This is an optimization exercise on Yosys and OpenROAD, whose aim is small area, a short achievable clock period and few clock cycles, not a production implementation. RTL that was checked went through simulation tests only; none was proved equivalent to the original. Function not checked in runs 1 to 3 and 8: the RTL went through the layout flow alone. No activity file was given, so power comes from the tool's default toggle rates.

--- flow/config.mk ---
export PLATFORM = sky130hd
export DESIGN_NAME = fww_micro_cpu
export DESIGN_NICKNAME = fww_micro_cpu
export VERILOG_FILES = /design/flow/design.v
export SDC_FILE = /design/flow/constraint.sdc
export NUM_CORES = 4
export LEC_CHECK = 0
export CAP_MARGIN = 20
export CORE_MARGIN = 2
export CORE_UTILIZATION = 40
export CTS_BUF_LIST = sky130_fd_sc_hd__clkbuf_4 sky130_fd_sc_hd__clkbuf_8
export SETUP_SLACK_MARGIN = 4.8
export SLEW_MARGIN = 20
--- flow/constraint.sdc ---
create_clock -name core_clock -period 8.0 [get_ports {clk}]
set_input_delay 1.6000 -clock core_clock [delete_from_list [all_inputs] [get_ports {clk}]]
set_output_delay 1.6000 -clock core_clock [all_outputs]
set_load 0.01 [all_outputs]
--- flow/design.v ---
module fww_micro_cpu (
    input  wire        clk,
    input  wire        rst,             
    input  wire        start,           
    input  wire [7:0]  start_mpc,
    input  wire        lit_msb_first,   
    output wire        busy,
    output wire        done,
    output wire [15:0] reg_a,
    output wire [15:0] reg_b,
    output wire [15:0] reg_c,
    output wire [15:0] reg_d,
    output wire [15:0] mdr,
    output wire [11:0] mar,
    output wire [7:0]  mpc,
    output wire        cs_req,
    output wire [7:0]  cs_addr,
    input  wire        cs_ack,
    input  wire [21:0] cs_rdata,
    output wire        mem_req,
    output wire        mem_we,
    output wire [11:0] mem_addr,
    output wire [15:0] mem_wdata,
    input  wire        mem_ack,
    input  wire [15:0] mem_rdata
);
    reg        run_r, done_r;
    reg        cs_pend;            
    reg        cs_dly;             
    reg        f_pend;             
    reg        mem_pend;           
    reg        we_r;               
    reg        wr_after;           
    reg        npc_pend;           
    reg        halt_pend;          
    reg [22:19] lw;                
    reg        l_needf;            
    reg        use_lit;            
    reg        lsgn;               
    reg [15:0] op2_r;              
    reg [15:0] op1_r;              
    reg [3:0]  lr;                 
    reg [16:5] fc;                 
    reg [15:0] a_r, b_r, c_r, d_r, mdr_r;
    reg [11:0] mar_r;
    reg [7:0]  mpc_r;
    reg        msb_r;
    wire [22:1] cb = cs_rdata;
    wire rd_pend  = mem_pend & ~we_r;
    wire rd_ack   = mem_ack & ~we_r;
    wire mem_done = ~mem_pend | (mem_ack & (we_r | ~wr_after));
    wire go     = start & ~run_r;
    wire e_go   = run_r & cs_ack & ~f_pend;
    wire halt   = (cs_rdata == 22'd0);
    wire f_go   = f_pend & mem_done & ~(fc[6] & rd_pend);
    wire [4:1] cr = run_r ? cb[4:1] : 4'd0;
    reg [15:0] v2a;
    always @(*) begin
        v2a = 16'd0;
        if (cr[1]) v2a = a_r;
        if (cr[2]) v2a = b_r;
        if (cr[3]) v2a = c_r;
        if (cr[4]) v2a = d_r;
    end
    wire [15:0] v2s = cb[8] ? {v2a[14:0], 1'b0} : v2a;
    wire [7:0] lit8 = msb_r ? {cb[15], cb[16], cb[17], cb[18], cb[19], cb[20], cb[21], cb[22]}
                            : {cb[8], cb[7], cb[6], cb[5], cb[4], cb[3], cb[2], cb[1]};
    wire [15:0] mdr_f = rd_pend ? mem_rdata : mdr_r;
    wire [7:0] mdr4  = {4'd0, mdr_r[15:12]};
    wire [7:0] lit_l = msb_r ? {fc[15], fc[16], lr[0], 5'b10001} : {fc[8:5], lr};
    wire a_zero = (a_r == 16'd0);
    wire [7:0] m1 = mpc_r + 8'd1;
    wire [7:0] m2 = mpc_r + 8'd2;
    wire [7:0] mm = mpc_r + (use_lit ? lit_l : mdr4);
    wire [7:0] a20 = a_r[15] ? 8'd1 : 8'd2;
    wire [7:0] a19 = a_zero  ? 8'd1 : 8'd2;
    wire [7:0] r20 = a_r[15] ? m1 : m2;
    wire [7:0] r19 = a_zero  ? m1 : m2;
    reg [7:0] npc_e, npc_l;
    always @(*) begin
        if (cb[22]) begin
            npc_e = mpc_r;
            if (cb[17]) npc_e = m1;
            if (cb[18]) npc_e = mpc_r;    
            if (cb[19]) npc_e = r19;
            if (cb[20]) npc_e = r20;
            if (cb[21]) npc_e = mm;
        end else begin
            npc_e = 8'd0;
            if (cb[17]) npc_e = 8'd1;
            if (cb[18]) npc_e = lit8;
            if (cb[19]) npc_e = a19;
            if (cb[20]) npc_e = a20;
            if (cb[21]) npc_e = mdr4;
        end
        if (lw[22]) begin
            npc_l = mm;
            if (lw[19]) npc_l = r19;
            if (lw[20]) npc_l = r20;
            if (lw[21]) npc_l = mm;
        end else begin
            npc_l = a19;
            if (lw[20]) npc_l = a20;
            if (lw[21]) npc_l = mdr4;
        end
    end
    wire [15:0] v3  = op2_r + op1_r + {15'd0, fc[7]};    
    wire sgn_go = f_go & lsgn & npc_pend;
    wire [7:0] npc_s = lw[22] ? (v3[15] ? m1 : m2) : (v3[15] ? 8'd1 : 8'd2);
    wire [7:0] npc = sgn_go ? npc_s : npc_pend ? npc_l : npc_e;
    wire late = cb[21] ? (cb[13] | cb[15] | rd_pend) :
                (cb[19] | cb[20]) ? cb[9] : (cb[18] & cb[22]);
    wire late_go = npc_pend & (~l_needf | ~f_pend) & (~lw[21] | ~rd_pend);
    wire f_wait = cb[6] & rd_pend;
    wire [8:5] oc = f_pend ? fc[8:5] : (run_r ? cb[8:5] : 4'd0);
    wire [15:0] v1a = oc[6] ? mdr_f : {15'd0, oc[5]};
    wire [15:0] v1s = oc[8] ? {v1a[14:0], 1'b0} : v1a;
    wire [15:0] v1n = v1s ^ {16{oc[7]}};
    assign busy  = run_r;
    assign done  = done_r;
    assign reg_a = a_r;
    assign reg_b = b_r;
    assign reg_c = c_r;
    assign reg_d = d_r;
    assign mdr   = mdr_r;
    assign mar   = mar_r;
    assign mpc   = mpc_r;
    assign cs_req    = cs_pend;
    assign cs_addr   = mpc_r;
    assign mem_req   = mem_pend;
    assign mem_we    = we_r;
    assign mem_addr  = mar_r;
    assign mem_wdata = mdr_r;
    always @(posedge clk) begin
        if (rst) begin
            run_r     <= 1'b0;
            done_r    <= 1'b0;
            cs_pend   <= 1'b0;
            cs_dly    <= 1'b0;
            f_pend    <= 1'b0;
            mem_pend  <= 1'b0;
            npc_pend  <= 1'b0;
            halt_pend <= 1'b0;
        end else if (go) begin
            run_r     <= 1'b1;
            done_r    <= 1'b0;
            cs_pend   <= 1'b1;
            cs_dly    <= 1'b0;
            f_pend    <= 1'b1;
            mem_pend  <= 1'b0;
            npc_pend  <= 1'b0;
            halt_pend <= 1'b0;
        end else if (run_r) begin
            if (mem_ack) begin
                if (~we_r & wr_after) begin
                    we_r     <= 1'b1;
                    wr_after <= 1'b0;
                end else
                    mem_pend <= 1'b0;
            end
            if (f_go) begin
                f_pend <= 1'b0;
                if (fc[15] | fc[16]) begin
                    mem_pend <= 1'b1;
                    we_r     <= ~fc[15];
                    wr_after <= fc[15] & fc[16];
                end
            end
            if (cs_dly) begin
                cs_dly  <= 1'b0;
                cs_pend <= 1'b1;
            end
            if (late_go | sgn_go) begin
                npc_pend <= 1'b0;
                cs_pend  <= 1'b1;
            end
            if (halt_pend & mem_done) begin
                halt_pend <= 1'b0;
                run_r     <= 1'b0;
                done_r    <= 1'b1;
            end
            if (e_go) begin
                if (halt) begin
                    cs_pend <= 1'b0;
                    if (mem_done) begin
                        run_r  <= 1'b0;
                        done_r <= 1'b1;
                    end else
                        halt_pend <= 1'b1;
                end else begin
                    f_pend   <= 1'b1;
                    npc_pend <= late;
                    cs_pend  <= ~late & ~f_wait;
                    cs_dly   <= ~late & f_wait;
                end
            end
        end
    end
    wire rd_only = rd_ack & ~(f_go & fc[13]);
    always @(posedge clk) begin
        if (go | e_go | (f_pend & fc[6] & rd_pend))
            op1_r <= v1n;
        if (go | e_go) begin
            op2_r <= v2s;
            fc    <= run_r ? cb[16:5] : 12'b0011_1111_0000;
        end
        if (f_go & fc[9])  a_r <= v3;
        if (f_go & fc[10]) b_r <= v3;
        if (f_go & fc[11]) c_r <= v3;
        if (f_go & fc[12]) d_r <= v3;
        if ((f_go & fc[13]) | rd_ack) mdr_r <= rd_only ? mem_rdata : v3;
        if (f_go & fc[14]) mar_r <= v3[11:0];
        if (go) begin
            mpc_r <= start_mpc;
            msb_r <= lit_msb_first;
        end else if ((e_go & ~halt & ~late) | late_go | sgn_go)
            mpc_r <= npc;
        if (e_go | late_go)
            use_lit <= e_go & cb[18] & cb[22] & ~cb[19] & ~cb[20] & ~cb[21];
        if (e_go) begin
            lw      <= cb[22:19];
            lsgn    <= cb[20] & ~cb[21] & cb[9];
            lr      <= msb_r ? {3'd0, cb[17]} : cb[4:1];
            l_needf <= cb[9] | cb[13] | cb[15];
        end
    end
endmodule
--- flow/flow/run.sh ---
#!/bin/bash
# The standard layout, with the port buffers made of buf_1 cells instead of
# the delay-buffer cells buffer_ports picks by default. The output of the
# standard flow goes to standard.log; ORFS's per-step logs stay under orfs/logs.
set -euo pipefail
export BUFFER_PORTS_ARGS="-buffer_cell sky130_fd_sc_hd__buf_1"
bash standard.sh > standard.log 2>&1
--- flow/standard.sh ---
#!/bin/bash
# synth_recipe.tcl (not shown) runs the flow's synth.tcl, then flattens the netlist and writes it again
# the make line also repeats each setting of config.mk as NAME=value (left out here)
make -C /OpenROAD-flow-scripts/flow DESIGN_CONFIG=/design/flow/config.mk WORK_HOME=/design/flow/orfs CLKGATE_MAP_FILE= SYNTH_SCRIPT=/design/flow/synth_recipe.tcl "${@:-finish}"
==> results of run 1 <==
## flip-flops by register name (all words and copies together) (netlist names), 4 cells and up
register,count
lw,4
b_r,16
lr,4
op2_r,16
mpc_r,8
fc,12
c_r,16
a_r,16
op1_r,16
mdr_r,16
mar_r,12
d_r,16
## worst max-delay path: stages, from the launching register on
cell       delay [ps]
edfxtp_1          410
inv_2              80
fa_2              210
inv_2              40
fa_2              340
a21o_1            180
a21o_1            210
a2111oi_4         460
o31ai_4           120
a2111oi_4         400
o21bai_2          110
xor2_2            190
mux2_4            270
## through the flow
stage / worst slack, ps / cells
3_3_place_gp: 4090 / 1365
4_1_cts: 4700 / 1402
2_1_floorplan: 4810 / 931
3_5_place_dp: 4080 / 1366
6_report: 4740 / 1416
5_1_grt: 4620 / 1416
## kinds of logic (layout without fill, tap and decap cells)
family                     count (synthesis)  count (layout)
xor gates and xnor gates                  50              50
and+or+nand+nor                          313             313
DFF                                      166             166
AOI/OAI and AO/OA                        218             219
adders and majority gates                 27              27
buffers and inverters                    116             281
muxes                                     41              41
## placed cells by master, fill, tap and decap left out, types with 13 or more instances in the layout
master,netlist,layout
xor2_1,32,31
clkbuf_8,0,17
a21oi_1,58,55
buf_4,36,30
nor2b_1,18,17
and2_1,14,13
o211ai_1,15,15
xnor2_1,18,17
o21ai_1,15,13
nand2_1,120,118
buf_1,3,191
ha_1,24,24
nor2_1,65,63
nand3_1,15,15
edfxtp_1,158,158
inv_1,24,20
a222oi_1,16,16
mux2i_1,32,31
nor3_1,30,29
o21ai_0,25,25
## layer usage
layer	global-route usage, %	vias to the layer above
li1	-	3733
met1	34.7	3807
met2	32.0	426
met3	4.56	43
met4	7.23	0
met5	0	-
## what timing repair did
action | 4_1_cts | 5_1_grt
gates cloned | 0 | 1
endpoints found under the setup margin | 17 | 29
setup buffers | 4 | 13
pin swaps | 4 | 10
resized for setup | 11 | 20
## layout make-up
class	count	share of cell area, %
clock buffer	17	2.09
clock inverter	15	1.98
inverter	27	0.907
multi-input combinational	650	39.1
sequential	166	43.9
tap	319	3.57
timing repair buffer	222	8.48
## power breakdown
part	switching (µW)	leakage [µW]	internal, µW
Sequential	115	0.00156	1170
Combinational	553	0.00215	296
Clock	408	0.000220	252
Total	1080	0.00393	1710
## path summary, 6_finish.rpt
path | start | slack (ps) | endpoint | depth (start not counted)
worst max-delay path | op2_r[0] | 4740 | mdr_r[14] | 12
worst min-delay path | cs_dly | 460 | cs_dly | 2
worst max register to register | op2_r[0] | 4740 | mdr_r[14] | 12
worst min register to register | cs_dly | 460 | cs_dly | 2
==> impl_results.md, run 1 <==
- Fin crit period: 3260 ps
- Post-Layout Inst Area: 11200 µm²
- Nets: between 1000 and 1500
- CP Class: flop to flop
- CP Capture Type: flop
- Worst-Margin Slew: 1040 ps
- Vias/cell: 5.66
- Yosys reg bits: 166
- Worst vdd ir: about 94 µV
- RePlAce Congestion: 0.954
- Cts bufs inserted: 17
- First-pass GRT wire length: 44200 µm
- Area leader, netlist: edfxtp_1
- Post-layout utilization of the core: 47.3%
- Max-slew violation count: 0
- HPWL Detailed: approximately 22000 µm
- Hold buffer count at cts: 0
- Leak Pwr: ~0.004 µW
- Met2 routed wirelength: 12400 µm
- N_diodes: 0
- Die Wd: approximately 160 µm
- Final setup skew: 17.4 ps
- Post-synthesis mux area share: under 10%
- Final Hold Viols: 0
- Root buffer cell: clkbuf_8
- Simple-Gate Fraction of Synth Area: approximately 15%
- Ports: 193
- Xor and xnor area share after synthesis: ~4.5%
- Post-Syn Area per Cell: about 10 µm²
- Placed instance area: 10400 µm²
- Max Root-Sink Buffers: 2
- Die area: about 25000 µm²
- Finish-stage setup viols: 0
- Status: finished clean
- Period Utilization, post-route: ~41%
- Largest net degree at the start of global routing: 44
- Sink Count: 166
- Post-synth EDFFs: 158
- Synth unique cells: 74
- Total power: ~2800 µW
- Worst EP required: 8230 ps
- Post-synth top area share: 49.0%
- Sequential share of the synthesized area: 50.6%
- Final wirelength: 29700 µm
- FFs w/ async S/R, synth: 0%
- H-tree depth: 4
- Top post-synthesis cells by area: edfxtp_1 (49%), nand2_1 (4.7%), mux2i_1 (3.3%)
- Initial Util: 41.0%
- DR iter-0 viols: 929
- Max-cap viol count: 0
- WL met1: roughly 14000 µm
- Top routing layer in use: met4
- PwrDens: 250 nW/µm²
- Worst-path fanout max: 3
- Port Buffer Count: 192
- Total grt overflow: 0
- Seq. cell area: 4900 µm²
- Synth Area in Compound Gates: 15.5%
- Multi-input gate area: 4360 µm²
- Startpoint Class: flop
- Yosys warns: 1
- Drt drc: 0
- GRT Overall Usage: a little under a quarter
- Hold Worst Slack: 458 ps
- Post-DRT Antenna Nets: 0
- Worst-Skew Late Latency: 480 ps
- Total iterations of the first detailed-routing run: 10
- Die Y: approximately 160 µm
- Syn Nets: around 1000
- Fmax: 0.307 GHz
- Hold Crit Class: flop to flop
- Clk slew on worst S/H paths: 110 ps
- Vias in the first global route: around 7300
- Count leader, synth: edfxtp_1
- Share of layout cells above drive strength 1: 9.75%
- Max-slew headroom: between 30 and 40%
- Fill count: 2244
- Adder-Cell Fraction of Synth Area: under 10%
- Synthesized area: between 9000 and 10000 µm²
- Largest family of logic cells by synthesized area: compound AO/OA/AOI/OAI gates
- Vias: around 8000
- RSZ-0062 raised after global routing: true
- Cell Rows: 56
- Metal3 WL: 2540 µm
- Mapped Cells: 931
- Initial antenna violation count: 0
- Wirelength per Cell: 21.0 µm
- Setup tns final: 0 ps
- CORE AREA: 23600 µm²
- Top cells by count, synth: edfxtp_1 (158), nand2_1 (120), nor2_1 (65)
- Layout area overhead: 15.3%
- TritonCTS clock tree: built
- Prevailing post-synth register cell: edfxtp_1
- Critical path arrival: 3490 ps
==> inputs of run 2 (changes only) <==
--- a/flow/config.mk
+++ b/flow/config.mk
@@ -9,5 +9,5 @@
 export CORE_MARGIN = 2
 export CORE_UTILIZATION = 40
 export CTS_BUF_LIST = sky130_fd_sc_hd__clkbuf_4 sky130_fd_sc_hd__clkbuf_8
-export SETUP_SLACK_MARGIN = 4.8
+export SETUP_SLACK_MARGIN = 5
 export SLEW_MARGIN = 20
==> impl_results.md, run 2 <==
- Largest net degree at the start of global routing: 44
- Share of layout cells above drive strength 1: approximately 15%
- Yosys warns: 1
- CP Capture Type: flop
- Finish-stage setup viols: 0
- Count leader, synth: edfxtp_1
- Total grt overflow: 0
- RePlAce Congestion: 0.947
- Drt drc: 0
- Total power: 2830 µW
- Die area: 25500 µm²
- Syn Nets: 1010
- Worst-Skew Late Latency: around 480 ps
- Synth unique cells: 74
- Delay of the slowest cell on the worst path: 430 ps
- Final Hold Viols: 0
- Fmax: 0.314 GHz
- RSZ-0062 raised after global routing: true
- Total iterations of the first detailed-routing run: 6
- Slowest cell on crit path: a2111oi_4
- Placed instance area: between 10000 and 15000 µm²
- Period Utilization, post-route: about two fifths
- Area leader, netlist: edfxtp_1
- Hold Worst Slack: approximately 470 ps
- Vias in the first global route: 7488
- CP bufs+invs: 2
- Top post-synthesis cells by area: edfxtp_1 (49%), nand2_1 (4.7%), mux2i_1 (3.3%)
- Worst path cell trace: inv_2 > fa_2 > inv_2 > fa_2 > a21o_1 > a21o_1 > a2111oi_4 > o31ai_4 > a2111oi_4 > o21bai_2 > xor2_2 > mux2_4
- Setup tns final: 0 ps
- Max-cap viol count: 0
- Cts bufs inserted: 17
- Crit path max-delay family: compound AO/OA/AOI/OAI gates
- CORE AREA: ~24000 µm²
- Max-slew headroom: 25.9%
- Top cells by count, synth: edfxtp_1 (158), nand2_1 (120), nor2_1 (65)
- Nets: 1186
- Post-synth EDFFs: 158
- Fill count: ~2200
- Sequential share of the synthesized area: 50.6%
- Root buffer cell: clkbuf_8
- N_diodes: 0
- Status: finished clean
- Worst vdd ir: around 120 µV
- GRT Overall Usage: 23.4%
- Max-slew violation count: 0
- Fin crit period: 3190 ps
- Post-Syn Area per Cell: between 10 and 15 µm²
- Cell Rows: 56
- DR iter-0 viols: 925
- Wirelength per Cell: ~21 µm
- Yosys reg bits: ~170
- CP Class: flop to flop
- Synthesized area: 9690 µm²
- Die Y: 160 µm
- Critical path arrival: 3420 ps
- Layout area overhead: 19.9%
- Die Wd: 160 µm
- Max Root-Sink Buffers: 2
- Post-DRT Antenna Nets: 0
- Port Buffer Count: between 150 and 200
- Post-Layout Inst Area: 11600 µm²
- PwrDens: 244 nW/µm²
- HPWL Detailed: 21800 µm
- First-pass GRT wire length: 45300 µm
- Vias/cell: 5.73
- Vias: 8241
- Commonest non-fill, non-tap cell in the layout: buf_1
- Worst-Margin Slew: approximately 1100 ps
- Initial Util: 41.0%
- Mapped Cells: 931
- Worst EP required: 8230 ps
- Sink Count: 166
- Clk slew on worst S/H paths: 100 ps
- Leak Pwr: 0.00410 µW
- Hold buffer count at cts: 0
- Ports: between 150 and 200
- Final setup skew: 18.8 ps
- Startpoint Class: flop
- FFs w/ async S/R, synth: 0%
- Initial antenna violation count: 0
- H-tree depth: 4
- Most frequent cells in the layout: buf_1 (186), edfxtp_1 (158), nand2_1 (115)
- Post-synth top area share: 49.0%
- Hold Crit Class: flop to flop
- Worst-path fanout max: 3
- Prevailing post-synth register cell: edfxtp_1
- Final wirelength: about 31000 µm
- TritonCTS clock tree: built
==> run 2: cell counts after synthesis <==
Identical to the previous run, type by type.
==> run 2: worst min-delay path, stage by stage, from the launching register on <==
cell and delay (ps):
dfxtp_1 320, nand2_1 50, a21oi_1 50
==> run 2: cell families after synthesis <==
| group | after synthesis | synth area share (%) |
|---|---|---|
| adders and majority gates | 27 | 3.72 |
| DFF | 166 | 50.6 |
| muxes | 41 | 4.62 |
| xor gates and xnor gates | 50 | 4.52 |
| buffers and inverters | 116 | 5.94 |
| and+or+nand+nor | 313 | 15.1 |
| AOI/OAI and AO/OA | 218 | 15.5 |
==> run 2: final cells by class <==
cell class | count | area, µm² | share of cell area (%)
clock buffers | 17 | 234 | 2.02
repair buffers | 245 | 1230 | 10.6
multi-input cells | 650 | 4540 | 39.1
well taps | 319 | 399 | 3.44
inverters | 27 | 109 | 0.938
flip-flops and latches | 166 | 4900 | 42.3
clock inverters | 15 | 195 | 1.68
==> run 2: per-stage QoR <==
step | util [%] | worst slack [ps] | cells
6_report | 49.2 | 4810 | 1439
3_5_place_dp | 44.3 | 4040 | 1363
2_1_floorplan | - | 4870 | 931
5_1_grt | 49.2 | 4700 | 1439
3_3_place_gp | 44.3 | 4070 | 1363
4_1_cts | 47.4 | 4790 | 1416
==> run 2: power by group <==
part | leakage (µW) | internal [µW] | switching [µW]
combinational | 0.00233 | 337 | 585
sequential | 0.00156 | 1170 | 104
clock | 0.000208 | 244 | 392
==> run 2: repair_timing <==
item / 4_1_cts / 5_1_grt
gates cloned: 1 / 2
resized for setup: 28 / 62
setup buffers: 20 / 21
pin swaps: 10 / 26
setup endpoints to repair: 56 / 43
==> run 2: routing by layer <==
metal / share of wire, % / global-route usage [%] / wire [µm]
met5: 0 / 0 / 0
met4: 2.4 / 8.14 / 735
met3: 8.8 / 3.70 / 2710
met2: 42 / 33.6 / 13000
met1: 46 / 35.5 / 14300
==> run 2: path summary, 6_finish.rpt <==
kind,start,to,slack [ps],cells after the start
worst max-delay path,op2_r[0],mdr_r[14],4810,12
worst min-delay path,cs_dly,cs_dly,470,2
worst max register to register,op2_r[0],mdr_r[14],4810,12
worst min register to register,cs_dly,cs_dly,470,2
==> inputs of run 3 (changes only) <==
--- a/flow/design.v
+++ b/flow/design.v
@@ -34,12 +34,9 @@
     reg        npc_pend;           
     reg        halt_pend;          
     reg [22:19] lw;                
-    reg        l_needf;            
     reg        use_lit;            
-    reg        lsgn;               
     reg [15:0] op2_r;              
     reg [15:0] op1_r;              
-    reg [3:0]  lr;                 
     reg [16:5] fc;                 
     reg [15:0] a_r, b_r, c_r, d_r, mdr_r;
     reg [11:0] mar_r;
@@ -67,7 +64,7 @@
                             : {cb[8], cb[7], cb[6], cb[5], cb[4], cb[3], cb[2], cb[1]};
     wire [15:0] mdr_f = rd_pend ? mem_rdata : mdr_r;
     wire [7:0] mdr4  = {4'd0, mdr_r[15:12]};
-    wire [7:0] lit_l = msb_r ? {fc[15], fc[16], lr[0], 5'b10001} : {fc[8:5], lr};
+    wire [7:0] lit_l = msb_r ? {fc[15], fc[16], lw[19], 5'b10001} : {fc[8:5], lw};
     wire a_zero = (a_r == 16'd0);
     wire [7:0] m1 = mpc_r + 8'd1;
     wire [7:0] m2 = mpc_r + 8'd2;
@@ -93,7 +90,9 @@
             if (cb[20]) npc_e = a20;
             if (cb[21]) npc_e = mdr4;
         end
-        if (lw[22]) begin
+        if (use_lit)
+            npc_l = mm;
+        else if (lw[22]) begin
             npc_l = mm;
             if (lw[19]) npc_l = r19;
             if (lw[20]) npc_l = r20;
@@ -104,18 +103,17 @@
             if (lw[21]) npc_l = mdr4;
         end
     end
-    wire [15:0] v3  = op2_r + op1_r + {15'd0, fc[7]};    
-    wire sgn_go = f_go & lsgn & npc_pend;
-    wire [7:0] npc_s = lw[22] ? (v3[15] ? m1 : m2) : (v3[15] ? 8'd1 : 8'd2);
-    wire [7:0] npc = sgn_go ? npc_s : npc_pend ? npc_l : npc_e;
+    wire [7:0] npc = npc_pend ? npc_l : npc_e;
     wire late = cb[21] ? (cb[13] | cb[15] | rd_pend) :
                 (cb[19] | cb[20]) ? cb[9] : (cb[18] & cb[22]);
-    wire late_go = npc_pend & (~l_needf | ~f_pend) & (~lw[21] | ~rd_pend);
+    wire l_needf = fc[9] | fc[13] | fc[15];
+    wire late_go = npc_pend & (~l_needf | ~f_pend) & (~lw[21] | use_lit | ~rd_pend);
     wire f_wait = cb[6] & rd_pend;
     wire [8:5] oc = f_pend ? fc[8:5] : (run_r ? cb[8:5] : 4'd0);
     wire [15:0] v1a = oc[6] ? mdr_f : {15'd0, oc[5]};
     wire [15:0] v1s = oc[8] ? {v1a[14:0], 1'b0} : v1a;
     wire [15:0] v1n = v1s ^ {16{oc[7]}};
+    wire [15:0] v3  = op2_r + op1_r + {15'd0, fc[7]};
     assign busy  = run_r;
     assign done  = done_r;
     assign reg_a = a_r;
@@ -170,7 +168,7 @@
                 cs_dly  <= 1'b0;
                 cs_pend <= 1'b1;
             end
-            if (late_go | sgn_go) begin
+            if (late_go) begin
                 npc_pend <= 1'b0;
                 cs_pend  <= 1'b1;
             end
@@ -198,8 +196,7 @@
     end
     wire rd_only = rd_ack & ~(f_go & fc[13]);
     always @(posedge clk) begin
-        if (go | e_go | (f_pend & fc[6] & rd_pend))
-            op1_r <= v1n;
+        op1_r <= v1n;
         if (go | e_go) begin
             op2_r <= v2s;
             fc    <= run_r ? cb[16:5] : 12'b0011_1111_0000;
@@ -213,15 +210,13 @@
         if (go) begin
             mpc_r <= start_mpc;
             msb_r <= lit_msb_first;
-        end else if ((e_go & ~halt & ~late) | late_go | sgn_go)
+        end else if ((e_go & ~halt & ~late) | late_go)
             mpc_r <= npc;
         if (e_go | late_go)
             use_lit <= e_go & cb[18] & cb[22] & ~cb[19] & ~cb[20] & ~cb[21];
         if (e_go) begin
-            lw      <= cb[22:19];
-            lsgn    <= cb[20] & ~cb[21] & cb[9];
-            lr      <= msb_r ? {3'd0, cb[17]} : cb[4:1];
-            l_needf <= cb[9] | cb[13] | cb[15];
+            lw      <= ~(cb[18] & cb[22] & ~cb[19] & ~cb[20] & ~cb[21]) ? cb[22:19] :
+                       msb_r ? {3'd0, cb[17]} : cb[4:1];
         end
     end
 endmodule
--- a/flow/config.mk
+++ b/flow/config.mk
@@ -5,9 +5,10 @@
 export SDC_FILE = /design/flow/constraint.sdc
 export NUM_CORES = 4
 export LEC_CHECK = 0
+export ABC_AREA = 1
 export CAP_MARGIN = 20
 export CORE_MARGIN = 2
-export CORE_UTILIZATION = 40
+export CORE_UTILIZATION = 60
 export CTS_BUF_LIST = sky130_fd_sc_hd__clkbuf_4 sky130_fd_sc_hd__clkbuf_8
 export SETUP_SLACK_MARGIN = 5
 export SLEW_MARGIN = 20
==> impl_results.md, run 3 <==
- Post-synth EDFFs: roughly 140
- Pre-CTS setup slack: 4030 ps
- Post-Layout Inst Area: 10800 µm²
- Synth unique cells: 51
- Mapped Cells: about 1200
- Worst path cell trace: buf_1 > nand3_1 > inv_2 > nor2_1 > clkinvlp_2
- Vias in the first global route: 7367
- Fmax: 0.323 GHz
- Switching part of the total: between 30% and 40%
- CORE AREA: between 15000 and 20000 µm²
- Yosys warns: 1
- Slowest cell on crit path: clkinvlp_2
- Crit path max-delay family: buffers and inverters
- Clk slew on worst S/H paths: 90 ps
- Vias: about 8600
- Fin crit period: 3100 ps
- Nets: 1416
- Hold buffer count at cts: 0
- Max-cap viol count: 0
- Synthesized area: between 9000 and 10000 µm²
- Port Buffer Count: 192
- Commonest non-fill, non-tap cell in the layout: nand2_1
- Fill count: 1384
- Worst vdd ir: 154 µV
- Period Utilization, post-route: 38.7%
- Initial antenna violation count: 0
- Worst-Skew Late Latency: 450 ps
- Layout area overhead: 11.4%
- Cts bufs inserted: 17
- Leak Pwr: 0.00470 µW
- Clock network fraction of design power: 20.5%
- Delay of the slowest cell on the worst path: 770 ps
- Hold Crit Depth: 2
- Post-Syn Area per Cell: a little over 8 µm²
- Sink Count: 160
- Placed insts: 1528
- Hold Worst Slack: 470 ps
- Stages on the worst setup path: 5
- GRT Overall Usage: a little under a third
- Ports: 193
- Top cells by count, synth: nand2_1 (314), inv_1 (154), edfxtp_1 (136)
- HPWL Detailed: 20800 µm
- Non-filler instance count after layout: 1566
- Cell Rows: 46
- Final wirelength: roughly 27000 µm
- Total iterations of the first detailed-routing run: 6
- First-pass GRT wire length: 39600 µm
- H-tree depth: 4
- Internal Power: 1710 µW
- Hold Crit Class: flop to flop
- Reg2reg path depth: 12
- Vias/cell: 5.50
- Final setup skew: 16.3 ps
- Setup tns final: 0 ps
- Prevailing post-synth register cell: edfxtp_1
- DR iter-0 viols: between 900 and 1000
- CP Class: input port to flop
- Reg power frac: 45.5%
- Final WS setup: 4900 ps
- Max-slew violation count: 0
- Largest net degree at the start of global routing: 33
- Area leader, netlist: edfxtp_1
- Worst-Margin Slew: 1040 ps
- Total grt overflow: 0
- Finish-stage setup viols: 0
- Most frequent cells in the layout: nand2_1 (312), buf_1 (187), inv_1 (152)
- Die Wd: 131 µm
- Combinational Power Share: 34.1%
- Yosys reg bits: 160
- Final Hold Viols: 0
- Count leader, synth: nand2_1
- Share of layout cells above drive strength 1: 6.52%
- Max-slew headroom: 30.7%
- TritonCTS clock tree: built
- Status: finished clean
- Worst EP required: 7960 ps
- Switching power: 1140 µW
- RePlAce Congestion: 0.917
- N_diodes: 0
- Critical path arrival: approximately 3100 ps
- Worst-path fanout max: 14
- CP Capture Type: flop
- Initial Util: ~60%
- Post-synth top area share: 42.1%
- Post-DRT Antenna Nets: 0
- Root buffer cell: clkbuf_8
- Drt drc: 0
- Die Y: 131 µm
- PwrDens: about 260 nW/µm²
- Top post-synthesis cells by area: edfxtp_1 (42%), nand2_1 (12%), inv_1 (6.0%)
- RSZ-0062 raised after global routing: true
- Startpoint Class: input port
- Wirelength per Cell: between 15 and 20 µm
- Placed instance area: 10300 µm²
- Max Root-Sink Buffers: 2
- Sequential share of the synthesized area: 47.1%
- Syn Nets: around 1300
- CP bufs+invs: 3
- Die area: 17200 µm²
- FFs w/ async S/R, synth: 0%
==> run 3: cell types whose count changed in the layout (fill, tap and decap cells not counted), sizes merged, moves of 16 or more <==
cell    previous run  this run
a222oi            16         0
buf              242       200
dfxtp              8        24
edfxtp           158       136
inv               31       165
mux2i             32        12
nand2            120       320
nand3             15        79
nor2              65        93
nor2b             18         0
nor3              30         7
o21ai             41        94
o22ai              3        19
==> run 3: path summary, 6_finish.rpt <==
path / from / end / slack, ps
worst max-delay path: cs_ack / fc[9] / 4900
worst max register to register: fc[7] / mdr_r[14] / 5160
worst min-delay path: done_r / done_r / 470
worst min register to register: done_r / done_r / 470
==> run 3: final cells by class <==
| class | count | area [µm²] | share of cell area, % |
|---|---|---|---|
| Timing Repair Buffer | 202 | 805 | 7.45 |
| Inverter | 162 | 624 | 5.78 |
| Sequential cell | 160 | 4570 | 42.3 |
| Tap cell | 216 | 270 | 2.50 |
| Timing Repair inverter | 1 | 5.00 | 0.0464 |
| Clock buffer | 17 | 234 | 2.17 |
| Multi-Input combinational cell | 793 | 4130 | 38.2 |
| Clock inverter | 15 | 166 | 1.54 |
==> run 3: cells by family (layout without fill, tap and decap cells) <==
| family | count (synthesis) | in the layout | share of synthesized area [%] |
|---|---|---|---|
| AND/OR/NAND/NOR | 515 | 515 | 21.8 |
| AO/OA/AOI/OAI | 198 | 198 | 11.6 |
| XOR/XNOR | 41 | 41 | 3.71 |
| multiplexers | 12 | 12 | 1.24 |
| adder cells (fa/ha/maj) | 27 | 27 | 3.72 |
| flip-flops | 160 | 160 | 47.1 |
| buffers and inverters | 231 | 397 | 10.8 |
==> run 3: timing repair <==
action / in CTS / in global routing
setup buffers: 0 / 5
resized for setup: 13 / 10
setup endpoints to repair: 51 / 93
cloned: 0 / 1
==> run 3: metrics by stage <==
| step | total power (µW) | utilization (%) |
|---|---|---|
| floorplan | 1940 | - |
| global placement | 2230 | 65.1 |
| detailed placement | 2250 | 65.1 |
| CTS | 2820 | 67.8 |
| global route | 2990 | 68.2 |
| finish | 2840 | 68.2 |
==> run 3: power by group through the flow <==
stage                     sequential, µW  clock (µW)  combinational [µW]
after global routing                1310         612                1070
after global placement              1310           0                 924
after CTS                           1290         587                 942
after floorplan                     1320           0                 621
final                               1290         582                 969
after detailed placement            1310           0                 936
==> run 3: per-layer routing <==
layer / global-route usage, % / share of wire [%] / up-vias
li1: - / - / 4187
met1: 47.3 / 44 / 3897
met2: 45.4 / 43 / 492
met3: 5.56 / 11 / 33
met4: 8.51 / 1.9 / 0
met5: 0 / 0 / -
==> run 3: tightest hold or removal path, delay by kind of cell, from the launching register on <==
family / cells / cell delay (ps)
buffers and inverters: 1 / 50
flip-flops: 1 / 330
AO/OA/AOI/OAI: 1 / 50
==> inputs of run 4 (changes only) <==
--- a/flow/design.v
+++ b/flow/design.v
@@ -197,9 +197,11 @@
     wire rd_only = rd_ack & ~(f_go & fc[13]);
     always @(posedge clk) begin
         op1_r <= v1n;
-        if (go | e_go) begin
+        if (go | (~f_pend & ~npc_pend)) begin
             op2_r <= v2s;
             fc    <= run_r ? cb[16:5] : 12'b0011_1111_0000;
+            lw    <= ~(cb[18] & cb[22] & ~cb[19] & ~cb[20] & ~cb[21]) ? cb[22:19] :
+                     msb_r ? {3'd0, cb[17]} : cb[4:1];
         end
         if (f_go & fc[9])  a_r <= v3;
         if (f_go & fc[10]) b_r <= v3;
@@ -214,9 +216,5 @@
             mpc_r <= npc;
         if (e_go | late_go)
             use_lit <= e_go & cb[18] & cb[22] & ~cb[19] & ~cb[20] & ~cb[21];
-        if (e_go) begin
-            lw      <= ~(cb[18] & cb[22] & ~cb[19] & ~cb[20] & ~cb[21]) ? cb[22:19] :
-                       msb_r ? {3'd0, cb[17]} : cb[4:1];
-        end
     end
 endmodule
==> impl_results.md, run 4 <==
- Port Buffer Count: 192
- CP Class: input port to flop
- Mapped Cells: between 1000 and 1500
- N_diodes: 0
- Root buffer cell: clkbuf_8
- Area leader, netlist: edfxtp_1
- Vias/cell: 5.54
- Post-synth top area share: a little over two fifths
- PwrDens: 281 nW/µm²
- Most frequent cells in the layout: nand2_1 (282), buf_1 (188), inv_1 (143)
- Die Y: roughly 130 µm
- Layout area overhead: 12.0%
- RSZ-0062 raised after global routing: false
- Vias: 8506
- Top post-synthesis cells by area: edfxtp_1 (43%), nand2_1 (11%), inv_1 (5.6%)
- FFs w/ async S/R, synth: 0%
- HPWL Detailed: between 20000 and 25000 µm
- Period Utilization, post-route: 36.9%
- Startpoint Class: input port
- Worst-Margin Slew: ~1000 ps
- Final setup skew: 13.8 ps
- Synthesized area: 9580 µm²
- Fmax: 0.339 GHz
- Final wirelength: 26600 µm
- Pre-CTS setup slack: 4060 ps
- Vias in the first global route: 7434
- Post-DRT Antenna Nets: 0
- Syn Nets: 1228
- Simple-Gate Fraction of Synth Area: between 20% and 30%
- Clock network fraction of design power: 20.7%
- H-tree depth: 4
- Post-synthesis mux area share: 1.25%
- Worst-Skew Late Latency: 470 ps
- Nets: 1384
- Leak Pwr: between 0.004 and 0.005 µW
- Finish-stage setup viols: 0
- Internal Power: 1800 µW
- Worst path cell trace: buf_1 > or2_2 > nor4_1 > nand3_1 > nand2_1 > o21ai_2 > o31ai_1 > nand2_2
- Slowest cell on crit path: or2_2
- Top cells by count, synth: nand2_1 (286), inv_1 (144), edfxtp_1 (136)
- Combinational Power Share: 34.6%
- Xor and xnor area share after synthesis: 3.75%
- Largest family of logic cells by synthesized area: simple AND/OR/NAND/NOR gates
- Placed insts: 1494
- Commonest non-fill, non-tap cell in the layout: nand2_1
- CORE AREA: 15800 µm²
- Max-cap viol count: 0
- Reg power frac: 44.7%
- Post-layout utilization of the core: 68.0%
- Fin crit period: 2950 ps
- Largest net degree at the start of global routing: 33
- Synth Area in Compound Gates: between 10 and 15%
- Sink Count: 160
- Hold buffer count at cts: 0
- TritonCTS clock tree: built
- Post-Syn Area per Cell: 8.34 µm²
- First-pass GRT wire length: between 30000 and 40000 µm
- Worst EP required: between 8000 and 9000 ps
- Max Root-Sink Buffers: 2
- Die Wd: roughly 130 µm
- RePlAce Congestion: 0.962
- Status: finished clean
- Non-filler instance count after layout: roughly 1500
- Prevailing post-synth register cell: edfxtp_1
- Post-synth EDFFs: 136
- Yosys warns: 1
- Hold Crit Class: flop to flop
- Worst-path fanout max: 8
- Cell Rows: 46
- Sequential share of the synthesized area: 47.6%
- Total iterations of the first detailed-routing run: 5
- Adder-Cell Fraction of Synth Area: between 3 and 4%
- Count leader, synth: nand2_1
- Critical path arrival: 3130 ps
- Switching part of the total: 40.3%
- Delay of the slowest cell on the worst path: 320 ps
- Final Hold Viols: 0
- Setup tns final: 0 ps
- Final WS setup: 5050 ps
- CP Capture Type: flop
- Initial antenna violation count: 0
- Clk slew on worst S/H paths: 90 ps
- Share of layout cells above drive strength 1: 6.90%
- Yosys reg bits: between 150 and 200
- Synth unique cells: 49
- Total grt overflow: 0
- Drt drc: 0
- Worst vdd ir: 160 µV
- Ports: 193
- Wirelength per Cell: 17.3 µm
- GRT Overall Usage: 31.3%
- Die area: between 15000 and 20000 µm²
- Max-slew headroom: 30.1%
- Initial Util: between 60% and 70%
- DR iter-0 viols: around 900
- Max-slew violation count: 0
- Switching power: 1220 µW
- Cts bufs inserted: 17
## run 4: worst paths after layout
kind	endpoint	slack (ps)	depth (start not counted)	start
worst max-delay path	mpc_r[2]	5050	8	cs_rdata[14]
worst min-delay path	done_r	450	2	done_r
worst max register to register	mpc_r[5]	5190	14	msb_r
worst min register to register	done_r	450	2	done_r
## run 4: through the flow
stage / area (µm²) / hold WS (ps) / power (µW)
after global routing: 10700 / 498 / 3190
final: 10700 / 452 / 3020
after floorplan: 9590 / 446 / 2040
after global placement: 10200 / 441 / 2360
after CTS: 10700 / 457 / 3000
after detailed placement: 10200 / 442 / 2370
## run 4: cell type report
| class | count | area [µm²] |
|---|---|---|
| Clock inverter | 15 | 191 |
| Clock buffer | 17 | 234 |
| Sequential cell | 160 | 4570 |
| Tap cell | 216 | 270 |
| Inverter | 150 | 568 |
| Fill cell | 1384 | 5040 |
| Timing Repair Buffer | 206 | 833 |
| Multi-Input combinational cell | 770 | 4070 |
## run 4: logic make-up (layout without fill, tap and decap cells)
group | Yosys count | count (layout)
buf+inv | 219 | 388
fa+ha+maj | 27 | 27
xor+xnor | 41 | 41
mux | 12 | 12
compound gates | 207 | 207
simple gates | 483 | 483
flops | 160 | 160
## run 4: layer usage
metal	global-route usage, %	routed length [µm]	vias to the layer above
met5	0	0	-
met2	46.5	11600	455
met1	47.3	11900	3904
met4	7.07	410	0
met3	7.13	2700	40
li1	-	-	4107
## run 4: critical path, delay by kind of cell
family	cells	cell delay (ps)
buf+inv	1	130
compound gates	2	200
simple gates	5	1200
## run 4: repair_timing
action	CTS	global route
setup endpoints to repair	71	61
gates resized for setup	13	10
pin swaps	0	1
setup buffers	3	5
## run 4: power groups by stage
| stage | logic, µW | clock network, µW | registers, µW |
|---|---|---|---|
| final | 1040 | 624 | 1350 |
| after global routing | 1160 | 659 | 1370 |
| after CTS | 1020 | 628 | 1350 |
| after detailed placement | 1000 | 0 | 1370 |
| after global placement | 988 | 0 | 1370 |
| after floorplan | 661 | 0 | 1380 |
Testbench counts of run 4, summed over its fixed seeds: cycles 47,507.
==> inputs of run 5 (changes only) <==
==> flow/flow/run.sh (replaced) <==
#!/bin/bash
# The standard layout, with two changes to how it is made:
#  - the port buffers are buf_1 cells instead of the delay-buffer cells
#    buffer_ports picks by default;
#  - timing repair aims for 5.2 ns of setup slack at the design's 8 ns clock.
# The output of the standard flow goes to standard.log; ORFS's per-step logs
# stay under orfs/logs.
set -euo pipefail
export BUFFER_PORTS_ARGS="-buffer_cell sky130_fd_sc_hd__buf_1"
export SETUP_SLACK_MARGIN=5.2
bash standard.sh > standard.log 2>&1
--- a/flow/config.mk
+++ b/flow/config.mk
@@ -10,5 +10,4 @@
 export CORE_MARGIN = 2
 export CORE_UTILIZATION = 60
 export CTS_BUF_LIST = sky130_fd_sc_hd__clkbuf_4 sky130_fd_sc_hd__clkbuf_8
-export SETUP_SLACK_MARGIN = 5
 export SLEW_MARGIN = 20
==> impl_results.md, run 5 <==
- Wirelength per Cell: 17.8 µm
- Drt drc: 0
- Delay of the slowest cell on the worst path: between 500 and 600 ps
- Post-DRT Antenna Nets: 0
- Worst EP required: ~6400 ps
- Initial antenna violation count: 0
- Placed insts: 1493
- CP Class: flop to primary output
- Count leader, synth: nand2_1
- Total iterations of the first detailed-routing run: 5
- Syn Nets: ~1200
- Total grt overflow: 0
- Sink Count: 160
- Worst-Skew Late Latency: 470 ps
- GRT Overall Usage: 32.3%
- Prevailing post-synth register cell: edfxtp_1
- Mapped Cells: 1149
- CORE AREA: around 16000 µm²
- M2 GR Usage: between 40% and 50%
- PwrDens: 276 nW/µm²
- Status: finished clean
- Worst path cell trace: clkbuf_2
- Period Utilization, post-route: 35.6%
- Port Buffer Count: approximately 190
- Die Wd: 130 µm
- Vias: 8704
- Layout area overhead: 15.0%
- Max Root-Sink Buffers: 2
- Die Y: 130 µm
- Share of layout cells above drive strength 1: roughly a tenth
- Startpoint Class: flop
- Slowest cell on crit path: edfxtp_1
- Commonest non-fill, non-tap cell in the layout: nand2_1
- Root buffer cell: clkbuf_8
- Post-Syn Area per Cell: ~8.3 µm²
- DR iter-0 viols: 1004
- Worst vdd ir: 198 µV
- Top Usage Layer GRT: met1
- Area leader, netlist: edfxtp_1
- N_diodes: 0
- CP Capture Type: primary output
- Hold Crit Class: flop to flop
- Die area: 17000 µm²
- Max-slew violation count: 0
- Post-synth EDFFs: 136
- Synth unique cells: 49
- Worst R2R Setup Slack: ~5400 ps
- H-tree depth: 4
- Vias/cell: 5.59
- Top post-synthesis cells by area: edfxtp_1 (43%), nand2_1 (11%), inv_1 (5.6%)
- HPWL Detailed: 20400 µm
- TritonCTS clock tree: built
- RSZ-0062 raised after global routing: true
- RePlAce Congestion: 1.01
- Final wirelength: 27700 µm
- CP bufs+invs: 1
- Ports: 193
- Worst-path fanout max: 5
- First-pass GRT wire length: 41000 µm
- Hold Worst Slack: 451 ps
- Clk slew on worst S/H paths: around 100 ps
- Max-cap viol count: 0
- Setup tns final: 0 ps
- Met3 usage in global routing: 7.21%
- Fin crit period: between 2000 and 3000 ps
- Critical path arrival: approximately 1200 ps
- Final Hold Viols: 0
- Max-slew headroom: around 29%
- Synthesized area: 9580 µm²
- Post-synth top area share: ~43%
- Non-filler instance count after layout: 1558
- Worst-Margin Slew: 1060 ps
- Most frequent cells in the layout: nand2_1 (280), buf_1 (181), inv_1 (140)
- Finish-stage setup viols: 0
- Sequential share of the synthesized area: 47.6%
- Cts bufs inserted: 17
- Nets: roughly 1400
- FFs w/ async S/R, synth: 0%
- Fmax: 0.352 GHz
- Final setup skew: roughly 15 ps
- Top cells by count, synth: nand2_1 (286), inv_1 (144), edfxtp_1 (136)
- Largest net degree at the start of global routing: 33
- Post-layout utilization of the core: 69.9%
- Yosys warns: 1
- Cell Rows: 46
- Yosys reg bits: 160
- Initial Util: 60.8%
- Crit path max-delay family: flip-flops
- Leak Pwr: 0.00482 µW
- Grt met1 use: 48.0%
- Vias in the first global route: 7598
## run 5: cell type report
type / instances / area [µm²]
Clock buffer: 17 / 234
Clock inverter: 15 / 163
Fill cell: 1341 / 4750
Inverter: 150 / 577
Multi-Input combinational cell: 771 / 4170
Sequential cell: 160 / 4570
Tap cell: 216 / 270
Timing Repair Buffer: 229 / 1040
## run 5: through the flow
stage | setup WS, ps | power, µW | cell area (µm²)
after floorplan | 4950 | 2040 | 9600
after global placement | 4150 | 2360 | 10200
after detailed placement | 4060 | 2380 | 10200
after CTS | 5190 | 2990 | 10800
after global routing | 5140 | 3210 | 11000
final | 5160 | 3040 | 11000
## run 5: worst paths after layout
path,startpoint,endpoint,depth (start not counted)
max,mdr_r[15],mem_wdata[15],1
min,done_r,done_r,2
max reg2reg,use_lit,mpc_r[5],15
min reg2reg,done_r,done_r,2
## run 5: report_power, final
group	switching (µW)	internal [µW]	total [µW]
clock network	359	234	593
logic	757	352	1110
registers	128	1210	1340
## run 5: routing by layer
layer	wire length [µm]	vias to the layer above
li1	-	4154
met1	12100	3970
met2	11900	512
met3	2930	68
met4	771	0
met5	0	-
## run 5: cell families after synthesis
| family | synth area share, % |
|---|---|
| simple gates | 21.1 |
| buf+inv | 10.5 |
| mux | 1.25 |
| fa+ha+maj | 3.76 |
| flops | 47.6 |
| xor+xnor | 3.75 |
| compound gates | 12.1 |
## run 5: timing repair
action / in CTS / in global routing
pin swaps: 1 / 9
hold buffers: 0 / 0
endpoints found under the hold margin: 0 / 0
buffers inserted: 19 / 13
cloned: 1 / 0
endpoints found under the setup margin: 110 / 88
gates resized for setup: 26 / 36
==> inputs of run 6 (changes only) <==
==> flow/flow/run.sh (replaced) <==
#!/bin/bash
# The standard layout, with two changes to how it is made:
#  - the port buffers are buf_1 cells instead of the delay-buffer cells
#    buffer_ports picks by default;
#  - timing repair aims for 5.1 ns of setup slack at the design's 8 ns clock.
# The output of the standard flow goes to standard.log; ORFS's per-step logs
# stay under orfs/logs.
set -euo pipefail
export BUFFER_PORTS_ARGS="-buffer_cell sky130_fd_sc_hd__buf_1"
export SETUP_SLACK_MARGIN=5.1
bash standard.sh > standard.log 2>&1
==> impl_results.md, run 6 <==
- Worst-Skew Late Latency: 480 ps
- CP Class: flop to primary output
- Layout area overhead: 13.4%
- Cts bufs inserted: 17
- Ports: 193
- Worst path cell trace: buf_1
- Final setup skew: 17.4 ps
- Wirelength per Cell: ~17 µm
- Syn Nets: 1228
- Max-slew violation count: 0
- Sink Count: 160
- Pre-CTS setup slack: 4050 ps
- Finish-stage setup viols: 0
- Area leader, netlist: edfxtp_1
- Crit path max-delay family: flip-flops
- Leak Pwr: 0.00472 µW
- Vias/cell: 5.52
- Post-layout utilization of the core: ~69%
- Mapped Cells: between 1000 and 1500
- Final WS setup: 5140 ps
- Hold Crit Class: flop to flop
- Synth unique cells: 49
- Worst-Margin Slew: 1060 ps
- Die Wd: roughly 130 µm
- Fill count: about 1400
- CP Capture Type: primary output
- H-tree depth: 4
- Root buffer cell: clkbuf_8
- Most frequent cells in the layout: nand2_1 (280), buf_1 (187), inv_1 (141)
- Clk slew on worst S/H paths: 100 ps
- Setup tns final: 0 ps
- Critical path arrival: ~1300 ps
- Fin crit period: 2860 ps
- DR iter-0 viols: 940
- Startpoint Class: flop
- Top post-synthesis cells by area: edfxtp_1 (43%), nand2_1 (11%), inv_1 (5.6%)
- Yosys warns: 1
- Worst EP required: 6400 ps
- Max-cap viol count: 0
- TritonCTS clock tree: built
- Multi-input gate area: 4090 µm²
- RePlAce Congestion: 0.958
- Delay of the slowest cell on the worst path: 590 ps
- CORE AREA: 15800 µm²
- Post-DRT Antenna Nets: 0
- PwrDens: 281 nW/µm²
- Drt drc: 0
- Initial Util: 60.8%
- Initial antenna violation count: 0
- Total grt overflow: 0
- Post-Syn Area per Cell: 8.34 µm²
- Final wirelength: 26700 µm
- Count leader, synth: nand2_1
- Die Y: 130 µm
- Period Utilization, post-route: around 36%
- Yosys reg bits: 160
- Max Root-Sink Buffers: 2
- Port Buffer Count: roughly 190
- First-pass GRT wire length: 39500 µm
- Nets: 1394
- Vias: ~8500
- Die area: 17000 µm²
- Prevailing post-synth register cell: edfxtp_1
- Worst vdd ir: 188 µV
- Hold buffer count at cts: 0
- Post-synth top area share: 42.6%
- Post-synth EDFFs: 136
- Top cells by count, synth: nand2_1 (286), inv_1 (144), edfxtp_1 (136)
- RSZ-0062 raised after global routing: true
- Final Hold Viols: 0
- Non-filler instance count after layout: 1544
- Sequential share of the synthesized area: 47.6%
- Slowest cell on crit path: edfxtp_1
- Commonest non-fill, non-tap cell in the layout: nand2_1
- GRT Overall Usage: 31.2%
- Placed insts: 1494
- Vias in the first global route: 7278
- Seq. cell area: roughly 4600 µm²
- HPWL Detailed: 20200 µm
- Max-slew headroom: 29.5%
- Cell Rows: 46
- Total power: approximately 3000 µW
- Largest net degree at the start of global routing: 33
- FFs w/ async S/R, synth: 0%
- Share of layout cells above drive strength 1: 8.13%
- Fmax: 0.350 GHz
- Status: finished clean
- N_diodes: 0
- Worst-path fanout max: 9
- Total iterations of the first detailed-routing run: 6
- Synthesized area: 9580 µm²
- CP bufs+invs: 1
[run 6: kinds of logic (layout without fill, tap and decap cells)]
logic type | count (synthesis) | in the layout | share of synthesized area (%)
and+or+nand+nor | 483 | 483 | 21.1
buffers and inverters | 219 | 398 | 10.5
xor gates and xnor gates | 41 | 41 | 3.75
AOI/OAI and AO/OA | 207 | 207 | 12.1
adders and majority gates | 27 | 27 | 3.76
muxes | 12 | 12 | 1.25
DFF | 160 | 160 | 47.6
[run 6: path summary, 6_finish.rpt]
check / from / to / slack, ps / cells past startpoint
worst max-delay path: mpc_r[5] / cs_addr[5] / 5140 / 1
worst min-delay path: done_r / done_r / 450 / 2
worst max register to register: fc[7] / mdr_r[10] / 5320 / 12
worst min register to register: done_r / done_r / 450 / 2
[run 6: final cells by class]
cell class	count	area share [%]
clock buffers	17	2.15
clock inverters	15	1.95
inverters	150	5.26
multi-input cells	770	37.7
flip-flops and latches	160	42.0
well taps	216	2.49
repair buffers	216	8.43
[run 6: through the flow]
stage	hold WS (ps)	area, µm²
floorplan	446	9590
global placement	441	10200
detailed placement	442	10200
CTS	457	10700
global route	490	10900
finish	453	10900
[run 6: power by group]
group,switching (µW),internal [µW],total [µW]
Clock,356,296,651
Sequential,134,1210,1350
Combinational,723,329,1050
[run 6: routing by layer]
metal	track usage (%)	wire length (µm)
met5	0	0
met4	10.4	587
met3	6.84	2900
met2	45.1	11400
met1	46.9	11800
[run 6: worst reg2reg max path: stages (launching register included)]
cell	delay, ps
edfxtp_1	420
inv_1	120
fa_1	170
inv_1	60
fa_1	400
nand3_1	80
nand2_1	120
a21boi_2	180
o21ai_0	170
a21oi_1	250
xor2_2	350
nand2_1	90
o21ai_0	110
[run 6: what timing repair did]
item	4_1_cts	5_1_grt
pin swaps	1	2
resized for setup	18	17
cloned	0	0
setup buffers	9	9
endpoints found under the setup margin	96	59
==> inputs of run 7 (changes only) <==
--- a/flow/config.mk
+++ b/flow/config.mk
@@ -8,6 +8,6 @@
 export ABC_AREA = 1
 export CAP_MARGIN = 20
 export CORE_MARGIN = 2
-export CORE_UTILIZATION = 60
+export CORE_UTILIZATION = 50
 export CTS_BUF_LIST = sky130_fd_sc_hd__clkbuf_4 sky130_fd_sc_hd__clkbuf_8
 export SLEW_MARGIN = 20
==> impl_results.md, run 7 <==
- GRT Overall Usage: 27.4%
- Reg2reg path depth: 14
- First-pass GRT wire length: 41700 µm
- Hold Crit Endpoint: done_r
- FFs w/ async S/R, synth: 0%
- Share of layout cells above drive strength 1: 8.26%
- Clock network fraction of design power: 19.9%
- H-tree depth: 4
- Final Hold Viols: 0
- Fin crit period: 2870 ps
- Nets: 1398
- Die Wd: about 140 µm
- Total power: 3010 µW
- Die Y: 142 µm
- Yosys warns: 1
- Ports: ~190
- Mapped Cells: between 1000 and 1500
- Largest net degree at the start of global routing: 33
- N_diodes: 0
- Worst vdd ir: 152 µV
- Vias in the first global route: 7482
- Cts bufs inserted: 17
- Syn Nets: roughly 1200
- CORE AREA: about 19000 µm²
- Leak Pwr: ~0.0047 µW
- Count leader, synth: nand2_1
- Worst path cell trace: buf_2 > nor2_1 > inv_1 > a31oi_2 > inv_1 > o21ai_2 > o31ai_1 > nand2_2
- Hold Crit Depth: 2
- Fmax: approximately 0.35 GHz
- Worst-Skew Late Latency: approximately 470 ps
- Synthesized area: around 9600 µm²
- Delay of the slowest cell on the worst path: 250 ps
- Switching part of the total: between 40 and 50%
- Switching power: 1240 µW
- HPWL Detailed: 21500 µm
- RePlAce Congestion: 0.994
- Top cells by count, synth: nand2_1 (286), inv_1 (144), edfxtp_1 (136)
- Initial Util: 51.1%
- Status: finished clean
- RSZ-0062 raised after global routing: false
- Post-Syn Area per Cell: 8.34 µm²
- Post-synth top area share: 42.6%
- Final setup skew: 15.4 ps
- Combinational Power Share: between 30 and 40%
- Synth unique cells: a little under 50
- Die area: between 20000 and 25000 µm²
- CP Class: input port to flop
- Post-synth EDFFs: 136
- Max Root-Sink Buffers: 2
- Most frequent cells in the layout: nand2_1 (282), buf_1 (187), inv_1 (141)
- Drt drc: 0
- Vias: 8541
- DR iter-0 viols: 792
- Placed instance area: between 10000 and 15000 µm²
- Initial antenna violation count: 0
- Hold Crit Class: flop to flop
- CP Capture Type: flop
- Slowest cell on crit path: nor2_1
- Post-layout utilization of the core: 57.9%
- Yosys reg bits: 160
- Sequential share of the synthesized area: 47.6%
- Total grt overflow: 0
- Sink Count: 160
- Period Utilization, post-route: 35.9%
- Clk slew on worst S/H paths: 100 ps
- Max-slew headroom: between 30% and 40%
- Reg power frac: roughly 45%
- Worst R2R Setup Slack: 5240 ps
- Finish-stage setup viols: 0
- Cell Rows: 50
- Layout area overhead: 13.5%
- Max-slew violation count: 0
- FF-to-FF Start: msb_r
- R2r endpoint: mpc_r[5]
- Worst-Margin Slew: 1020 ps
- Hold path startpoint: done_r
- PwrDens: 277 nW/µm²
- Prevailing post-synth register cell: edfxtp_1
- Top post-synthesis cells by area: edfxtp_1 (43%), nand2_1 (11%), inv_1 (5.6%)
- Hold Worst Slack: about 460 ps
- Worst-path fanout max: 8
- Commonest non-fill, non-tap cell in the layout: nand2_1
- Final wirelength: 28200 µm
- Port Buffer Count: 192
- Setup tns final: 0 ps
- Vias/cell: 5.45
- Critical path arrival: 3040 ps
- TritonCTS clock tree: built
- Root buffer cell: clkbuf_8
- Max-cap viol count: 0
- Area leader, netlist: edfxtp_1
- Startpoint Class: input port
- Wirelength per Cell: 18.0 µm
- Worst EP required: 8160 ps
- Most frequent CP cell: inv_1
- Internal Power: roughly 1800 µW
- Fill count: between 1500 and 2000
- Post-DRT Antenna Nets: 0
- Total iterations of the first detailed-routing run: 5
- Post-Layout Inst Area: 10900 µm²
-- run 7: cell counts after synthesis --
No cell type changed its count.
-- run 7: repair_timing --
| item | in CTS | in global routing |
|---|---|---|
| hold buffers | 0 | 0 |
| pin swaps | 1 | 2 |
| setup endpoints to repair | 98 | 33 |
| gates resized for setup | 18 | 12 |
| setup buffers | 11 | 11 |
-- run 7: cell families after synthesis --
logic type      share of synthesized area (%)
compound gates                           12.1
mux                                      1.25
fa+ha+maj                                3.76
simple gates                             21.1
buf+inv                                  10.5
xor+xnor                                 3.75
flops                                    47.6
-- run 7: power groups by stage --
stage	clock, µW	combinational, µW	sequential [µW]
detailed placement	0	1020	1370
global placement	0	1010	1370
global route	634	1190	1370
floorplan	0	661	1380
CTS	609	1050	1340
finish	601	1070	1340
-- run 7: metal layers --
layer	part of all wire [%]	track usage, %	vias up
li1	-	-	4133
met1	47	42.2	3986
met2	44	40.7	390
met3	7.6	4.00	32
met4	1.2	6.57	0
met5	0	0	-
-- run 7: cell type report --
class	instances	area (µm²)	share of cell area [%]
Timing Repair Buffer	220	958	8.81
Clock inverter	15	160	1.47
Sequential cell	160	4570	42.0
Inverter	150	572	5.26
Clock buffer	17	234	2.15
Multi-Input combinational cell	770	4090	37.6
Tap cell	234	293	2.69
-- run 7: critical path, delay by kind of cell --
family,cells,cell delay [ps]
simple gates,2,490
compound gates,3,510
buf+inv,3,440
-- run 7: worst max-delay path by stage --
stage	startpoint	end	depth (start not counted)
floorplan	mem_ack	b_r[0]	4
global placement	cs_rdata[20]	mpc_r[5]	11
detailed placement	cs_rdata[20]	mpc_r[7]	11
CTS	cs_rdata[3]	op2_r[12]	4
global route	cs_rdata[14]	mpc_r[1]	9
finish	cs_rdata[18]	mpc_r[2]	8
-- run 7: per-stage QoR --
step | std cells | worst slack (ps)
finish | 1566 | 5130
global route | 1566 | 5060
CTS | 1555 | 5110
detailed placement | 1512 | 3990
global placement | 1512 | 4070
floorplan | 1149 | 4950
==> inputs of run 8 (changes only) <==
--- a/flow/design.v
+++ b/flow/design.v
@@ -103,11 +103,14 @@
             if (lw[21]) npc_l = mdr4;
         end
     end
-    wire [7:0] npc = npc_pend ? npc_l : npc_e;
+    wire fwd21 = lw[21] & ~use_lit & rd_pend;
+    wire [7:0] mmf = mpc_r + {4'd0, mem_rdata[15:12]};
+    wire [7:0] npc_f = lw[22] ? mmf : {4'd0, mem_rdata[15:12]};
+    wire [7:0] npc = npc_pend ? (fwd21 ? npc_f : npc_l) : npc_e;
     wire late = cb[21] ? (cb[13] | cb[15] | rd_pend) :
                 (cb[19] | cb[20]) ? cb[9] : (cb[18] & cb[22]);
     wire l_needf = fc[9] | fc[13] | fc[15];
-    wire late_go = npc_pend & (~l_needf | ~f_pend) & (~lw[21] | use_lit | ~rd_pend);
+    wire late_go = npc_pend & (~l_needf | ~f_pend) & (~lw[21] | use_lit | ~rd_pend | mem_ack);
     wire f_wait = cb[6] & rd_pend;
     wire [8:5] oc = f_pend ? fc[8:5] : (run_r ? cb[8:5] : 4'd0);
     wire [15:0] v1a = oc[6] ? mdr_f : {15'd0, oc[5]};
--- a/flow/config.mk
+++ b/flow/config.mk
@@ -8,6 +8,6 @@
 export ABC_AREA = 1
 export CAP_MARGIN = 20
 export CORE_MARGIN = 2
-export CORE_UTILIZATION = 50
+export CORE_UTILIZATION = 60
 export CTS_BUF_LIST = sky130_fd_sc_hd__clkbuf_4 sky130_fd_sc_hd__clkbuf_8
 export SLEW_MARGIN = 20
==> impl_results.md, run 8 <==
- Status: finished clean
- Max-slew violation count: 0
- Cell Rows: 47
- Largest net degree at the start of global routing: 33
- Switching power: 1290 µW
- Final wirelength: 29500 µm
- Finish-stage setup viols: 0
- Worst EP required: 6400 ps
- TritonCTS clock tree: built
- Initial antenna violation count: 0
- Post-Syn Area per Cell: 8.17 µm²
- DR iter-0 viols: 997
- Worst path cell trace: buf_1
- Worst-path fanout max: 6
- FFs w/ async S/R, synth: 0%
- Top post-synthesis cells by area: edfxtp_1 (41%), nand2_1 (12%), inv_1 (5.6%)
- Yosys reg bits: 160
- GRT Overall Usage: around a third
- Drt drc: 0
- Count leader, synth: nand2_1
- Delay of the slowest cell on the worst path: around 600 ps
- Internal Power: 1810 µW
- Share of layout cells above drive strength 1: between 10% and 20%
- Post-synth top area share: 40.7%
- CP Capture Type: primary output
- Prevailing post-synth register cell: edfxtp_1
- Combinational Power Share: 36.9%
- Worst vdd ir: ~240 µV
- Reg2reg path depth: 14
- N_diodes: 0
- Post-synth EDFFs: around 140
- Die Wd: 133 µm
- Root buffer cell: clkbuf_8
- Post-DRT Antenna Nets: 0
- Clk slew on worst S/H paths: between 100 and 150 ps
- Hold Crit Depth: 2
- Vias in the first global route: 8126
- Max Root-Sink Buffers: 2
- Synthesized area: about 10000 µm²
- Syn Nets: 1312
- H-tree depth: 4
- Commonest non-fill, non-tap cell in the layout: nand2_1
- Switching part of the total: 41.6%
- Die Y: 133 µm
- RSZ-0062 raised after global routing: true
- Pre-CTS setup slack: 4240 ps
- Startpoint Class: flop
- Period Utilization, post-route: 35.9%
- Placed insts: 1574
- Sink Count: 160
- Hold path startpoint: cs_dly
- Mapped Cells: 1228
- Yosys warns: 1
- Total iterations of the first detailed-routing run: 5
- Max-cap viol count: 0
- Leak Pwr: approximately 0.0050 µW
- Initial Util: 60.9%
- Top cells by count, synth: nand2_1 (319), inv_1 (150), edfxtp_1 (136)
- Fill count: between 1000 and 1500
- Hold Crit Class: flop to flop
- Worst R2R Setup Slack: 5150 ps
- Layout area overhead: 13.9%
- First-pass GRT wire length: 44800 µm
- Reg power frac: 43.0%
- Final Hold Viols: 0
- Total grt overflow: 0
- Fin crit period: 2870 ps
- CP bufs+invs: 1
- RePlAce Congestion: just over 1
- Nets: roughly 1500
- Critical path arrival: ~1300 ps
- Slowest cell on crit path: edfxtp_1
- Hold Crit Endpoint: cs_dly
- HPWL Detailed: 22100 µm
- Multi-input gate area: 4520 µm²
- CP Class: flop to primary output
- Max-slew headroom: between 40% and 50%
- Fmax: approximately 0.35 GHz
- Hold buffer count at cts: 0
- Sequential share of the synthesized area: 45.5%
- Ports: between 150 and 200
- PwrDens: 271 nW/µm²
- FF-to-FF Start: msb_r
- Vias: 9276
- Final WS setup: 5130 ps
- Worst-Margin Slew: 881 ps
- Crit path max-delay family: flip-flops
- Non-filler instance count after layout: 1636
- Port Buffer Count: 192
- Setup tns final: 0 ps
- R2r endpoint: mpc_r[4]
- Final setup skew: 21.5 ps
- Synth unique cells: 53
- Cts bufs inserted: 17
- Worst-Skew Late Latency: between 400 and 500 ps
- Wirelength per Cell: around 18 µm
- Area leader, netlist: edfxtp_1
- Most frequent cells in the layout: nand2_1 (316), buf_1 (187), inv_1 (144)
- Vias/cell: about 5.7
- Clock network fraction of design power: 20.1%
- Seq. cell area: 4570 µm²
- CORE AREA: 16500 µm²
- Die area: between 15000 and 20000 µm²
[run 8: cell types whose count changed after synthesis, sizes merged, moves of 5 or more]
| cell | previous run | this run |
|---|---|---|
| nand3 | 76 | 85 |
| nand2 | 294 | 327 |
| or2 | 5 | 11 |
| nor3 | 5 | 10 |
| xor2 | 20 | 13 |
| nor2 | 91 | 84 |
| clkbuf | 11 | 6 |
| inv | 149 | 162 |
| a21oi | 51 | 61 |
| buf | 58 | 65 |
[run 8: what timing repair did]
action,in CTS,in global routing
buffers inserted,10,20
setup endpoints to repair,77,79
resized for setup,11,25
pin swaps,0,1
[run 8: cell families (layout without fill, tap and decap cells)]
logic type	after synthesis	count (layout)	synth area share (%)
flip-flops	160	160	45.5
multiplexers	12	12	1.20
buffers and inverters	233	421	11.0
AND/OR/NAND/NOR	535	535	22.5
AO/OA/AOI/OAI	222	222	12.5
adder cells (fa/ha/maj)	32	32	4.29
XOR/XNOR	34	34	2.97
[run 8: routing by layer]
metal / GRT usage (%) / vias to the layer above / part of all wire, %
met5: 0 / - / 0
li1: - / 4412 / -
met4: 7.51 / 0 / 1.6
met1: 52.7 / 4306 / 45
met3: 7.46 / 44 / 12
met2: 46.4 / 514 / 42
[run 8: layout make-up]
type | instances | area share (%)
timing repair buffer | 227 | 8.86
multi-input combinational | 835 | 39.6
clock inverter | 15 | 1.63
sequential | 160 | 40.0
inverter | 162 | 5.46
clock buffer | 17 | 2.05
tap | 220 | 2.41
[run 8: how the worst max path moves through the flow]
stage | from | to | slack, ps | cells after the start
after floorplan | mem_ack | b_r[0] | 4970 | 4
after global placement | cs_rdata[20] | mpc_r[3] | 4310 | 11
after detailed placement | cs_rdata[20] | mpc_r[1] | 4240 | 11
after CTS | cs_rdata[20] | mpc_r[1] | 5120 | 11
after global routing | msb_r | mpc_r[7] | 5030 | 17
final | mdr_r[12] | mdr[12] | 5130 | 1
[run 8: per-stage QoR]
stage	instance area, µm²	util (%)	total power [µW]	hold WS [ps]
2_1_floorplan	10100	-	2070	446
3_3_place_gp	10600	64.6	2390	455
3_5_place_dp	10600	64.6	2410	471
4_1_cts	11200	67.8	3040	487
5_1_grt	11400	69.4	3260	531
6_report	11400	69.4	3100	491
[run 8: power groups by stage]
stage                     clock network, µW  logic, µW  registers, µW
after floorplan                           0        703           1360
after global placement                    0       1040           1360
after detailed placement                  0       1050           1360
after CTS                               624       1090           1330
after global routing                    657       1250           1350
final                                   622       1140           1330

[separate check: timing with driven ports]
The results above use ideal ports. As a check the final layouts listed here were re-extracted and re-timed, cells and wires unchanged. Step 1, drivers: a clkbuf_16 drives clk and a buf_2 each remaining input, both assumed. Step 2 moves the port delays by t, midway between the first and last clock arrival at a register: inputs arrive t later, outputs are due t later. That takes back most of the time a late clock gives input paths. Three values: ideal, step 1, step 2; two values: the first two.
run	t, ns	setup slack, ns	worst hold slack (ns)	worst setup path at the end
run 1	0.516	4.738 / 4.738 / 4.362	0.458 / 0.458 / 0.458	input to register
run 2	0.512	4.810 / 4.810 / 4.500	0.466 / 0.466 / 0.466	input to register
run 3	0.487	4.902 / 4.921 / 4.434	0.470 / 0.470 / 0.470	input to register
run 4	0.500	5.051 / 5.066 / 4.570	0.452 / 0.452 / 0.452	input to register
run 5	0.500	5.156 / 5.118 / 4.710	0.451 / 0.451 / 0.451	input to register
run 6	0.509	5.141 / 5.102 / 4.696	0.453 / 0.453 / 0.453	input to register
run 7	0.510	5.128 / 5.095 / 4.641	0.457 / 0.457 / 0.457	input to register
run 8	0.506	5.130 / 5.089 / 4.676	0.491 / 0.491 / 0.491	input to register
After both steps every run listed still meets setup and hold. For run 7, which loses most, drivers alone change the setup slack by -0.033 ns; drivers and shift together by -0.487 ns.
